What follows belongs to an exercise in optimizing a design on an open flow for small area; a production flow would make more cautious choices. Function was checked by simulation only, so behaviour that the tests miss may differ from the original.

==> inputs of run a <==
## rlc_top
module rlc_top (
    input  wire        clk,
    input  wire        rst,         
    input  wire        tick,        
    input  wire        edge_evt,    
    input  wire        rx_valid,    
    input  wire [7:0]  rx_data,
    output wire [8:0]  led,         
    output wire        edge_en,     
    output wire        st_valid,    
    output wire [1:0]  st_code,     
    output wire [31:0] period_o     
);
==> module rlc_top, before the edit <==
module rlc_top (
    input  wire        clk,
    input  wire        rst,         
    input  wire        tick,        
    input  wire        edge_evt,    
    input  wire        rx_valid,    
    input  wire [7:0]  rx_data,
    output wire [8:0]  led,         
    output wire        edge_en,     
    output wire        st_valid,    
    output wire [1:0]  st_code,     
    output wire [31:0] period_o     
);
    localparam integer N           = 9;
    localparam integer IW          = 4;
    localparam integer PW          = 32;
    localparam integer INIT_PERIOD = 500;
    localparam integer MIN_PERIOD  = 50;
    localparam integer MAX_PERIOD  = 60000;
    localparam integer STEP        = 50;
    localparam integer DEBOUNCE_MS = 20;
    localparam integer DW          = 5;
    localparam [1:0] PH_ON   = 2'b00;
    localparam [1:0] PH_WAIT = 2'b01;
    localparam [1:0] PH_OFF  = 2'b10;
    localparam [1:0] PH_ADV  = 2'b11;
    localparam [1:0] ST_NONE    = 2'd0;
    localparam [1:0] ST_CHANGED = 2'd1;
    localparam [1:0] ST_LIMIT   = 2'd2;
    localparam [1:0] ST_INVALID = 2'd3;
    localparam [7:0] CMD_FASTER = 8'h2B;   
    localparam [7:0] CMD_SLOWER = 8'h2D;   
    reg [IW-1:0]        index;
    reg                 direction;   
    reg signed [PW-1:0] period;
    reg                 armed;
    reg [DW-1:0]        db_cnt;
    reg [N-1:0]         led_r;
    reg [1:0]           phase;
    reg [PW-1:0]        wait_cnt;
    reg [1:0]           st_r;
    reg [IW-1:0] index_next;
    always @(*) begin
        if (direction == 1'b0)
            index_next = (index == N-1) ? {IW{1'b0}} : index + 1'b1;
        else
            index_next = (index == 0) ? N-1 : index - 1'b1;
    end
    always @(posedge clk) begin
        if (rst) begin
            phase    <= PH_ON;
            wait_cnt <= {PW{1'b0}};
            index    <= {IW{1'b0}};
            led_r    <= {N{1'b0}};
        end else begin
            case (phase)
                PH_ON: begin
                    led_r[index] <= 1'b1;
                    wait_cnt     <= period;
                    phase        <= PH_WAIT;
                end
                PH_WAIT: begin
                    if (tick) begin
                        if (wait_cnt <= 1) begin
                            wait_cnt <= {PW{1'b0}};
                            phase    <= PH_OFF;
                        end else begin
                            wait_cnt <= wait_cnt - 1'b1;
                        end
                    end
                end
                PH_OFF: begin
                    led_r[index] <= 1'b0;
                    phase        <= PH_ADV;
                end
                default: begin   
                    index <= index_next;
                    phase <= PH_ON;
                end
            endcase
        end
    end
    always @(posedge clk) begin
        if (rst) begin
            direction <= 1'b0;
            armed     <= 1'b1;
            db_cnt    <= {DW{1'b0}};
        end else if (armed) begin
            if (edge_evt) begin
                direction <= ~direction;
                armed     <= 1'b0;
                db_cnt    <= DEBOUNCE_MS;
            end
        end else if (tick) begin
            if (db_cnt <= 1) begin
                db_cnt <= {DW{1'b0}};
                armed  <= 1'b1;
            end else begin
                db_cnt <= db_cnt - 1'b1;
            end
        end
    end
    wire signed [PW-1:0] period_dec = period - STEP;
    wire signed [PW-1:0] period_inc = period + STEP;
    always @(posedge clk) begin
        if (rst) begin
            period <= INIT_PERIOD;
            st_r   <= ST_NONE;
        end else if (rx_valid) begin
            if (rx_data == CMD_FASTER) begin
                if (period_dec > MIN_PERIOD) begin
                    period <= period_dec;
                    st_r   <= ST_CHANGED;
                end else begin
                    period <= MIN_PERIOD;
                    st_r   <= ST_LIMIT;
                end
            end else if (rx_data == CMD_SLOWER) begin
                if (period_inc < MAX_PERIOD) begin
                    period <= period_inc;
                    st_r   <= ST_CHANGED;
                end else begin
                    period <= MAX_PERIOD;
                    st_r   <= ST_LIMIT;
                end
            end else begin
                st_r <= ST_INVALID;
            end
        end else begin
            st_r <= ST_NONE;
        end
    end
    assign led      = led_r;
    assign edge_en  = armed;
    assign st_code  = st_r;
    assign st_valid = (st_r != ST_NONE);
    assign period_o = period;
endmodule
make LEC_CHECK=0 CAP_MARGIN=20 CORE_MARGIN=2 CORE_UTILIZATION=40 SLEW_MARGIN=20 finish   # period 10.0 ns
run.sh (not shown) runs the stock make flow with config.mk's settings and CLKGATE_MAP_FILE= SYNTH_SCRIPT=/design/flow/synth_recipe.tcl, a recipe that flattens the netlist after the stock synthesis.
==> run b (differences from run a) <==
==> flow/design.v (replaced) <==
module rlc_top (
    input  wire        clk,
    input  wire        rst,         
    input  wire        tick,        
    input  wire        edge_evt,    
    input  wire        rx_valid,    
    input  wire [7:0]  rx_data,
    output wire [8:0]  led,         
    output wire        edge_en,     
    output wire        st_valid,    
    output wire [1:0]  st_code,     
    output wire [31:0] period_o     
);
    reg [3:0]  index;
    reg        direction;
    reg [14:0] p;           
    reg [4:0]  db_cnt;
    reg        lit;
    reg [15:0] wait_cnt;
    reg [1:0]  st_r;
    wire armed = (db_cnt == 5'd0);
    wire wz   = (wait_cnt == 16'd0);
    wire load = !lit && !wz;                        
    wire dec  = lit ? (tick && !wz) : wz;           
    reg [3:0] index_next;
    always @(*) begin
        if (direction == 1'b0)
            index_next = (index == 4'd8) ? 4'd0 : index + 4'd1;
        else
            index_next = (index == 4'd0) ? 4'd8 : index - 4'd1;
    end
    always @(posedge clk) begin
        if (load)
            wait_cnt[15:1] <= p;
        else
            wait_cnt[15:1] <= wait_cnt[15:1] - {14'd0, dec && !wait_cnt[0]};
        if (rst)
            wait_cnt[0] <= 1'b1;
        else if (load)
            wait_cnt[0] <= 1'b0;
        else
            wait_cnt[0] <= wait_cnt[0] ^ dec;
    end
    always @(posedge clk) begin
        if (rst) begin
            lit   <= 1'b0;
            index <= 4'd0;
        end else begin
            if (load) lit <= 1'b1;
            else if (lit && wz) lit <= 1'b0;
            if (!lit && wz) index <= index_next;
        end
    end
    always @(posedge clk) begin
        if (rst) begin
            direction <= 1'b0;
            db_cnt    <= 5'd0;
        end else if (armed) begin
            if (edge_evt) begin
                direction <= ~direction;
                db_cnt    <= 5'd20;
            end
        end else if (tick) begin
            db_cnt <= db_cnt - 5'd1;
        end
    end
    wire hdr      = rx_valid && (rx_data[7:3] == 5'b00101) && rx_data[0];
    wire is_plus  = hdr && !rx_data[2] &&  rx_data[1];    
    wire is_minus = hdr &&  rx_data[2] && !rx_data[1];    
    wire lo_lim   = (p[14:6] == 9'd0);                      
    wire lo_stay  = lo_lim && !p[5];                        
    wire hi_lim   = p[14] & p[13] & p[12] & p[10] & p[8];   
    wire hi_stay  = hi_lim & p[5];                          
    wire en       = (is_plus && !lo_stay) || (is_minus && !hi_stay);
    wire s        = rx_data[1];                             
    wire [14:0] x = p ^ {15{s}};
    wire [15:0] c;
    assign c[0] = 1'b1;
    assign c[1] = x[0];
    assign c[2] = x[1] & c[1];
    assign c[3] = x[2] & c[2];
    assign c[4] = x[3] | c[3];
    assign c[5] = x[4] | c[4];
    genvar k;
    generate
        for (k = 5; k < 15; k = k + 1) begin : g_c
            assign c[k+1] = x[k] & c[k];
        end
    endgenerate
    wire [14:0] t = {c[14:5], ~c[4], ~c[3], c[2:0]};
    always @(posedge clk) begin
        if (rst)
            p <= 15'd250;
        else if (en)
            p <= p ^ t;
    end
    always @(posedge clk) begin
        if (rst || !rx_valid)
            st_r <= 2'd0;
        else begin
            st_r[0] <= !((is_plus && lo_lim) || (is_minus && hi_lim));
            st_r[1] <= !((is_plus && !lo_lim) || (is_minus && !hi_lim));
        end
    end
    assign led[0] = lit && (index == 4'd0);
    genvar i;
    generate
        for (i = 1; i < 8; i = i + 1) begin : g_led
            assign led[i] = lit && (index[2:0] == i);
        end
    endgenerate
    assign led[8]   = lit && index[3];
    assign edge_en  = armed;
    assign st_code  = st_r;
    assign st_valid = st_r[1] | st_r[0];
    assign period_o = {16'd0, p, 1'b0};
endmodule
==> results.toml <==
[logic_synthesis]
yosysSeqAreaShare = 0.2530
ys_types = 80

[clock_network]
clk_pin_slew_ns = 0.07

[run_status]
status = "timing/DRC/antenna clean"

[layout]
num-multi-input-gates = 758
regArea_um2 = 1742

[power]
combinationalPower_uw = 608
pg_seq_uw = 454
ir_worst_vdd_uv = 126.0

[floorplan]
die_area_um2 = 18270
That was run a.
==> results.toml <==
[run_status]
status = "timing/DRC/antenna clean"

[layout]
regArea_um2 = 880.8
n_clock_buffer = 6
num-multi-input-gates = 266

[power]
pg_seq_uw = 207
ir_worst_vdd_uv = 114.5

[run]
max-cap-violations = 0

[floorplan]
chipWidth_um = 87.09
die_area_um2 = 7584

[logic_synthesis]
yosysSeqAreaShare = 0.3190
ys_types = 50
synth_most_common_cell = "dfxtp_1"

[clock_network]
h-tree-depth = 2
clk_pin_slew_ns = 0.08

[setup_path]
crit_end = "p[8]$_SDFFE_PP0P_"
That was run b.

## afterwards: timing with drivers on the ports
The results above use ideal ports. As a check the final layouts listed here were re-extracted and re-timed, cells and wires unchanged.
Step 1, drivers: a clkbuf_16 drives clk and a buf_2 each remaining input, both assumed.
Step 2 also shifts input and output timing later by t, the mid clock arrival at the registers, as if the neighbouring blocks saw the same clock.
Slacks: ideal ports / drivers / drivers and shift; pairs: ideal ports / drivers.
run	t, ns	setup slack, ns	worst data-port slew with drivers (ns)	pins driven straight from the clock port
run a	0.405	4.172 / 4.172 / 4.172	0.04	1
run b	0.316	5.713 / 5.709 / 5.393	0.04	1
After both steps every run listed still meets setup and hold. For run b, which loses most, drivers alone change the setup slack by -0.004 ns; drivers and shift together by -0.320 ns.
